This is an optimization exercise on Yosys and OpenROAD, whose aim is small area and a short achievable clock period, not a production implementation. The RTL was checked by simulation tests, not by an equivalence proof against the original design. Power figures rest on the tool's default switching activity, not on a simulated workload.

==> flow/design.v <==
module ook_assembler #(
    parameter [31:0] TOL    = 32'd100,
    parameter [31:0] W_MARK = 32'd500,
    parameter [31:0] W_ZERO = 32'd1000,
    parameter [31:0] W_ONE  = 32'd2000,
    parameter [31:0] W_GAP  = 32'd4000
) (
    input  wire        clk,
    input  wire        rst,
    input  wire        edge_valid,
    input  wire        edge_level,
    input  wire [31:0] edge_ts,
    output wire        enq,         
    output wire [63:0] enq_frame,   
    output wire        desync       
);
    reg [31:0] t0;
    reg        got_mark;
    reg [63:0] acc;
    reg [7:0]  bit_count;
    wire [31:0] d = edge_ts - t0;
    wire in_mark = (d >= W_MARK - TOL) && (d <= W_MARK + TOL);
    wire in_zero = (d >= W_ZERO - TOL) && (d <= W_ZERO + TOL);
    wire in_one  = (d >= W_ONE  - TOL) && (d <= W_ONE  + TOL);
    wire in_gap  = (d >= W_GAP  - TOL) && (d <= W_GAP  + TOL);
    wire rise     = edge_valid && edge_level && got_mark;
    wire do_bit0  = rise && in_zero;
    wire do_bit1  = rise && !in_zero && in_one;
    wire do_gap   = rise && !in_zero && !in_one && in_gap;
    assign enq       = do_gap && (bit_count == 8'd36);
    assign desync    = do_gap && (bit_count != 8'd36);
    assign enq_frame = acc;
    always @(posedge clk) begin
        if (rst) begin
            t0        <= 32'd0;
            got_mark  <= 1'b0;
            acc       <= 64'd0;
            bit_count <= 8'd0;
        end else if (edge_valid) begin
            t0 <= edge_ts;
            if (!edge_level) begin
                got_mark <= in_mark;
            end else if (do_bit0 || do_bit1) begin
                acc       <= {acc[62:0], do_bit1};
                bit_count <= bit_count + 8'd1;
            end else if (do_gap) begin
                acc       <= 64'd0;
                bit_count <= 8'd0;
            end
        end
    end
endmodule
module ook_queue #(
    parameter QCAP = 10
) (
    input  wire        clk,
    input  wire        rst,
    input  wire        enq,
    input  wire [63:0] enq_frame,
    input  wire        deq,         
    output wire        empty,
    output wire [63:0] head_frame,
    output wire        ovf          
);
    reg [63:0] mem [0:QCAP-1];
    reg [3:0]  head;
    reg [3:0]  count;
    wire full = (count == QCAP);
    assign empty      = (count == 4'd0);
    assign head_frame = mem[head];
    assign ovf        = enq && full && !deq;
    wire [4:0] tail_sum = {1'b0, head} + {1'b0, count};
    wire [3:0] tail     = (tail_sum >= QCAP) ? tail_sum - QCAP : tail_sum[3:0];
    wire [3:0] head_inc = (head == QCAP - 1) ? 4'd0 : head + 4'd1;
    always @(posedge clk) begin
        if (enq)
            mem[tail] <= enq_frame;
    end
    always @(posedge clk) begin
        if (rst) begin
            head  <= 4'd0;
            count <= 4'd0;
        end else begin
            if (deq || ovf)
                head <= head_inc;
            if (enq && !deq && !full)
                count <= count + 4'd1;
            else if (deq && !enq)
                count <= count - 4'd1;
        end
    end
endmodule
module ook_evaluator (
    input  wire        clk,
    input  wire        rst,
    input  wire        tick,
    input  wire        q_empty,
    input  wire [63:0] q_head,
    output wire        deq,
    output reg         rec_valid,
    output reg  [7:0]  rec_id,
    output reg         rec_battery_ok,
    output reg  [7:0]  rec_channel,
    output reg  [15:0] rec_temp,
    output reg  [7:0]  rec_hum
);
    localparam IDLE  = 1'b0;
    localparam DRAIN = 1'b1;
    reg        state;
    reg [63:0] ref_frame;
    reg        two_valid;
    wire mark_ok = (q_head[11:8] == 4'b1111);
    wire eq_ref  = (q_head == ref_frame);
    assign deq = (state == DRAIN) && !q_empty;
    wire accept = deq && !two_valid && mark_ok && eq_ref;
    always @(posedge clk) begin
        if (rst) begin
            state          <= IDLE;
            ref_frame      <= 64'd0;
            two_valid      <= 1'b0;
            rec_valid      <= 1'b0;
            rec_id         <= 8'd0;
            rec_battery_ok <= 1'b0;
            rec_channel    <= 8'd0;
            rec_temp       <= 16'd0;
            rec_hum        <= 8'd0;
        end else begin
            rec_valid <= accept;
            case (state)
                IDLE: begin
                    if (tick)
                        state <= DRAIN;
                end
                DRAIN: begin
                    if (q_empty) begin
                        ref_frame <= 64'd0;
                        two_valid <= 1'b0;
                        state     <= IDLE;
                    end else if (two_valid) begin
                    end else if (accept) begin
                        two_valid      <= 1'b1;
                        rec_id         <= q_head[35:28];
                        rec_battery_ok <= q_head[27];
                        rec_channel    <= {6'd0, q_head[25], 1'b0};
                        rec_temp       <= {{4{q_head[23]}}, q_head[23:12]};
                        rec_hum        <= q_head[7:0];
                    end else begin
                        ref_frame <= q_head;
                    end
                end
            endcase
        end
    end
endmodule
module ook_decoder (
    input  wire        clk,
    input  wire        rst,
    input  wire        edge_valid,
    input  wire        edge_level,
    input  wire [31:0] edge_ts,
    input  wire        tick,
    output wire        rec_valid,
    output wire [7:0]  rec_id,
    output wire        rec_battery_ok,
    output wire [7:0]  rec_channel,
    output wire [15:0] rec_temp,
    output wire [7:0]  rec_hum,
    output reg  [15:0] ovf_count,
    output reg  [15:0] desync_count
);
    wire        enq;
    wire [63:0] enq_frame;
    wire        desync;
    wire        deq;
    wire        q_empty;
    wire [63:0] q_head;
    wire        ovf;
    ook_assembler u_asm (
        .clk        (clk),
        .rst        (rst),
        .edge_valid (edge_valid),
        .edge_level (edge_level),
        .edge_ts    (edge_ts),
        .enq        (enq),
        .enq_frame  (enq_frame),
        .desync     (desync)
    );
    ook_queue u_queue (
        .clk        (clk),
        .rst        (rst),
        .enq        (enq),
        .enq_frame  (enq_frame),
        .deq        (deq),
        .empty      (q_empty),
        .head_frame (q_head),
        .ovf        (ovf)
    );
    ook_evaluator u_eval (
        .clk            (clk),
        .rst            (rst),
        .tick           (tick),
        .q_empty        (q_empty),
        .q_head         (q_head),
        .deq            (deq),
        .rec_valid      (rec_valid),
        .rec_id         (rec_id),
        .rec_battery_ok (rec_battery_ok),
        .rec_channel    (rec_channel),
        .rec_temp       (rec_temp),
        .rec_hum        (rec_hum)
    );
    always @(posedge clk) begin
        if (rst) begin
            ovf_count    <= 16'd0;
            desync_count <= 16'd0;
        end else begin
            if (ovf && ovf_count != 16'hFFFF)
                ovf_count <= ovf_count + 16'd1;
            if (desync && desync_count != 16'hFFFF)
                desync_count <= desync_count + 16'd1;
        end
    end
endmodule
==> flow/run.sh <==
#!/bin/bash
# synth_recipe.tcl (not shown) runs the flow's synth.tcl, then flattens the netlist and writes it again
# the make line also repeats each setting of config.mk as NAME=value (left out here)
make -C /OpenROAD-flow-scripts/flow DESIGN_CONFIG=/design/flow/config.mk WORK_HOME=/design/flow/orfs CLKGATE_MAP_FILE= SYNTH_SCRIPT=/design/flow/synth_recipe.tcl finish
==> flow/config.mk <==
export PLATFORM = sky130hd
export DESIGN_NAME = ook_decoder
export DESIGN_NICKNAME = ook_decoder
export VERILOG_FILES = /design/flow/design.v
export SDC_FILE = /design/flow/constraint.sdc
export NUM_CORES = 4
export LEC_CHECK = 0
export CAP_MARGIN = 20
export CORE_MARGIN = 2
export CORE_UTILIZATION = 40
export SLEW_MARGIN = 20
==> flow/constraint.sdc <==
create_clock -name core_clock -period 10.0 [get_ports {clk}]
set_input_delay 2.0000 -clock core_clock [delete_from_list [all_inputs] [get_ports {clk}]]
set_output_delay 2.0000 -clock core_clock [all_outputs]
set_load 0.01 [all_outputs]
==> run summary <==
outcome no timing/DRC/antenna violations; DR WL/cell around 23 um; Chip Height 312.8 um; Worst setup EP type register; Unique masters post-synth 78; vias in the first global route around 24000; share of cells above drive strength 1 0.1252; Req. time, crit path just over 10 ns; clock tree root buffer cell clkbuf_16; synthesized cell area 38140 um2; n_diodes 0; critical path capture point u_queue.mem[6][53]; Placer Congestion 0.8835; asr flop ratio synth 0; Tcrit/Tclk final 0.7097; Top FF cell, synth edfxtp_1; clock-pin slew of the registers on the worst-case setup and hold paths 0.06 ns; post-cts sizing count 0; Max Cap Viol 0; cell count after placement 3996; Area Overhead vs Synth 14.48%; met3 Usage GRT 0.03143; RSZ-0062 raised after global routing no; Fin. Hold Viols 0; vias per cell 5.717; CP max-delay cell buf_4; utilization after layout 0.4609; setup slack, reg-to-reg 4.47 ns; largest net degree at the start of global routing 107; post-DP HPWL 59.55 mm; initial antenna violation count 1; slowest stage delay, CP 0.86 ns; post-synthesis register bit count 886; Setup TNS 0 ns; Initial DRC Count 2180; Reg-to-Reg Start u_asm.t0[17]; ANT nets after route 0; initial cell density of the core 0.4026; Worst-Skew Late Latency approximately 0.7 ns; Post-synth EDFFs 640; critical path arrival 7.38 ns; Post-Route WL roughly 97 mm; # Post-CTS Setup Buffers 0; Worst VDD drop 0.0001552 V; min Tclk post-route 7.097 ns; Setup Viol. Count Final 0; Layout Nets 2908; clk sinks slightly below 900; skew final 0.03797 ns; Yosys warning total 4; Crit. path cell count 17; Reg2Reg Depth 15; gr busiest metal met2; overall routing resource usage 0.1954; Leak ~16 nW; global-route wire length before repair between 100 and 150 mm; area leader, netlist edfxtp_1; Tightest Pin Transition 1.138 ns; IO Pins 111; crit path from edge_ts[0]; Die W roughly 310 um; via count 23850; Fillers ~8300; PortBufs 103; Overflow after GRT 0; cell mode on critical path buf_4; sequential share of the synthesized area 0.6330; Cell Pwr Density 180.2 nW/um2; Worst Hold Class register to register; DR pass1 iterations 5; Mean Syn Cell Area 13.88 um2; die area 97840 um2; met1 Use GR 0.2768; CTS Buffer Depth 3; worst path cell trace clkdlybuf4s50_1 > inv_1 > ha_1 > fa_1 > nand2b_1 > a21oi_1 > o21ai_1 > a211oi_1 > o211ai_1 > and2_1 > nor3_1 > o21a_1 > buf_4 > nand2_1 > or4_1 > nor2_4 > buf_4; Synth Instances 2747; fin. max-slew vios 0; Num CTS Buffers a little over 90; filler-free cell count of the finished design 4172; Core ar. 94730 um2; CP max FO 64; H-tree depth 3; headroom to the max-slew limit 0.2415; CTS tree built; Critical Path Start Type input port; # rows 113; Global Route met2 Usage 0.3108; delay-heaviest family, CP buffers and inverters; Fmax between 100 and 150 MHz; detailed-route DRC error count 0; CP Class input port to register; Synth top area share 0.5039; Worst Path Buf+Inv 4; largest cells by area after synthesis edfxtp_1 50%, dfxtp_1 13%, mux4_2 7.6%; Hold Buf Count CTS 0; reg2reg end u_queue.mem[6][53]
==> synthesized netlist by cell type, drive strengths merged (15+ instances only) <==
cell type  number
xor2           55
o211ai         19
a32o           53
nand4          38
clkbuf         87
inv            66
dfxtp         246
nand3          92
o21ai          67
a21o           18
edfxtp        640
nor3           23
mux4          128
o31ai          16
or3            21
a211oi         38
buf            79
a21oi         178
mux2i         177
xnor2          59
nand2         180
nor4           15
or4            19
nor2          155
mux2           22
nor2b          50
ha             42
==> metrics by stage <==
step | instance area (um2) | worst slack (ns) | hold WS [ns] | power, mW
final | 43660 | 2.903 | 0.4647 | 7.867
after global routing | 43660 | 2.600 | 0.4742 | 8.129
after CTS | 43660 | 2.948 | 0.4619 | 7.938
after detailed placement | 40460 | 2.251 | 0.4519 | 4.397
after global placement | 40440 | 2.312 | 0.4442 | 4.390
after floorplan | 38160 | 1.655 | 0.4278 | 4.300
==> worst min path at each step <==
stage | slack, ns | endpoint | start | cells past startpoint
2_1_floorplan | 0.43 | u_asm.got_mark | u_asm.got_mark | 2
3_3_place_gp | 0.44 | u_eval.ref_frame[63] | u_eval.ref_frame[63] | 2
3_5_place_dp | 0.45 | u_eval.ref_frame[63] | u_eval.ref_frame[63] | 2
4_1_cts | 0.46 | u_eval.ref_frame[63] | u_eval.ref_frame[63] | 2
5_1_grt | 0.47 | u_eval.ref_frame[63] | u_eval.ref_frame[63] | 2
6_report | 0.46 | u_eval.ref_frame[63] | u_eval.ref_frame[63] | 2
==> power by group <==
group	total, mW	internal, mW	switching, mW	leakage, nW
clock network	3.55	2.08	1.47	1.54
logic	0.406	0.156	0.250	4.91
registers	3.91	3.90	0.0183	9.44
total	7.87	6.13	1.74	15.9
==> worst reg2reg max path, cell delays in order, from the launching register on <==
cell       delay, ns
dfxtp_1         0.33
inv_1           0.05
ha_1            0.41
a21oi_1         0.30
o2111ai_1       0.20
a2111oi_0       0.67
o311ai_0        0.36
o211ai_1        0.20
and4_1          0.24
nand4_1         0.11
nor4_2          0.15
buf_4           0.22
nand2_1         0.20
or4_1           0.67
nor2_4          0.11
buf_4           0.86
==> cell families after synthesis <==
group / share of synthesized area
xor gates and xnor gates: 0.02618
muxes: 0.1285
and+or+nand+nor: 0.08579
adders and majority gates: 0.01535
buffers and inverters: 0.02749
DFF: 0.6330
other: 0.00009832
AOI/OAI and AO/OA: 0.08356
==> per-layer routing <==
metal | share of wire | vias to the layer above
li1 | - | 10720
met1 | 0.44 | 12150
met2 | 0.47 | 867
met3 | 0.069 | 121
met4 | 0.023 | 0
met5 | 0 | -
==> placed cells by master (no fill, tap or decap), types with 36 or more instances in the layout <==
master	count
a211oi_1	36
a21oi_1	178
a32o_1	53
clkbuf_16	96
clkdlybuf4s50_1	101
dfxtp_1	242
edfxtp_1	640
ha_1	42
inv_1	65
mux2i_1	177
mux4_2	128
nand2_1	177
nand3_1	92
nand4_1	38
nor2_1	145
nor2b_1	50
o21ai_0	60
xnor2_1	59
xor2_1	55
==> state kept, by name, indices dropped and copies added (netlist names), named ones only <==
signal / count
desync_count: 16
u_eval.rec_hum: 8
u_eval.rec_channel: 1
u_eval.rec_id: 8
u_queue.head: 4
u_asm.acc: 64
u_queue.mem: 640
u_eval.rec_valid: 1
ovf_count: 16
u_eval.two_valid: 1
u_eval.state: 1
u_asm.bit_count: 8
u_eval.rec_temp: 12
u_asm.t0: 32
u_asm.got_mark: 1
u_eval.rec_battery_ok: 1
u_queue.count: 4
u_eval.ref_frame: 64
==> cell type report <==
type                       instances  area (um2)  area share
timing repair buffer             144        1401     0.03210
tap                             1265        1583     0.03625
clock buffer                     134        2655     0.06081
sequential                       886       24160      0.5533
multi-input combinational       1635       13070      0.2994
inverter                          66       247.7    0.005674
clock inverter                    42       544.3     0.01247

==> port drivers added, routing unchanged <==
No port has a modelled driver above. Below, the same layout with a new extraction and two added sets of constraints.
Step 1: set_driving_cell puts a clkbuf_16 on clk and a buf_2 on each other input, an assumption about the parent block.
Step 2 adds t to the input delays and takes it off the output delays; t is the mean of the earliest and latest rising clock arrival at the registers after step 1. Input paths then give back, and output paths get back, about the clock's delay inside the block.
Three values: ideal ports, drivers, drivers and shift; two values: the first two.
t (ns): 0.732
setup slack, ns: 2.903 / 2.948 / 2.215
worst setup path after step 2: input to register
After both steps setup and hold are still met in this run. For this run, drivers alone change the setup slack by +0.045 ns; drivers and shift together by -0.688 ns.
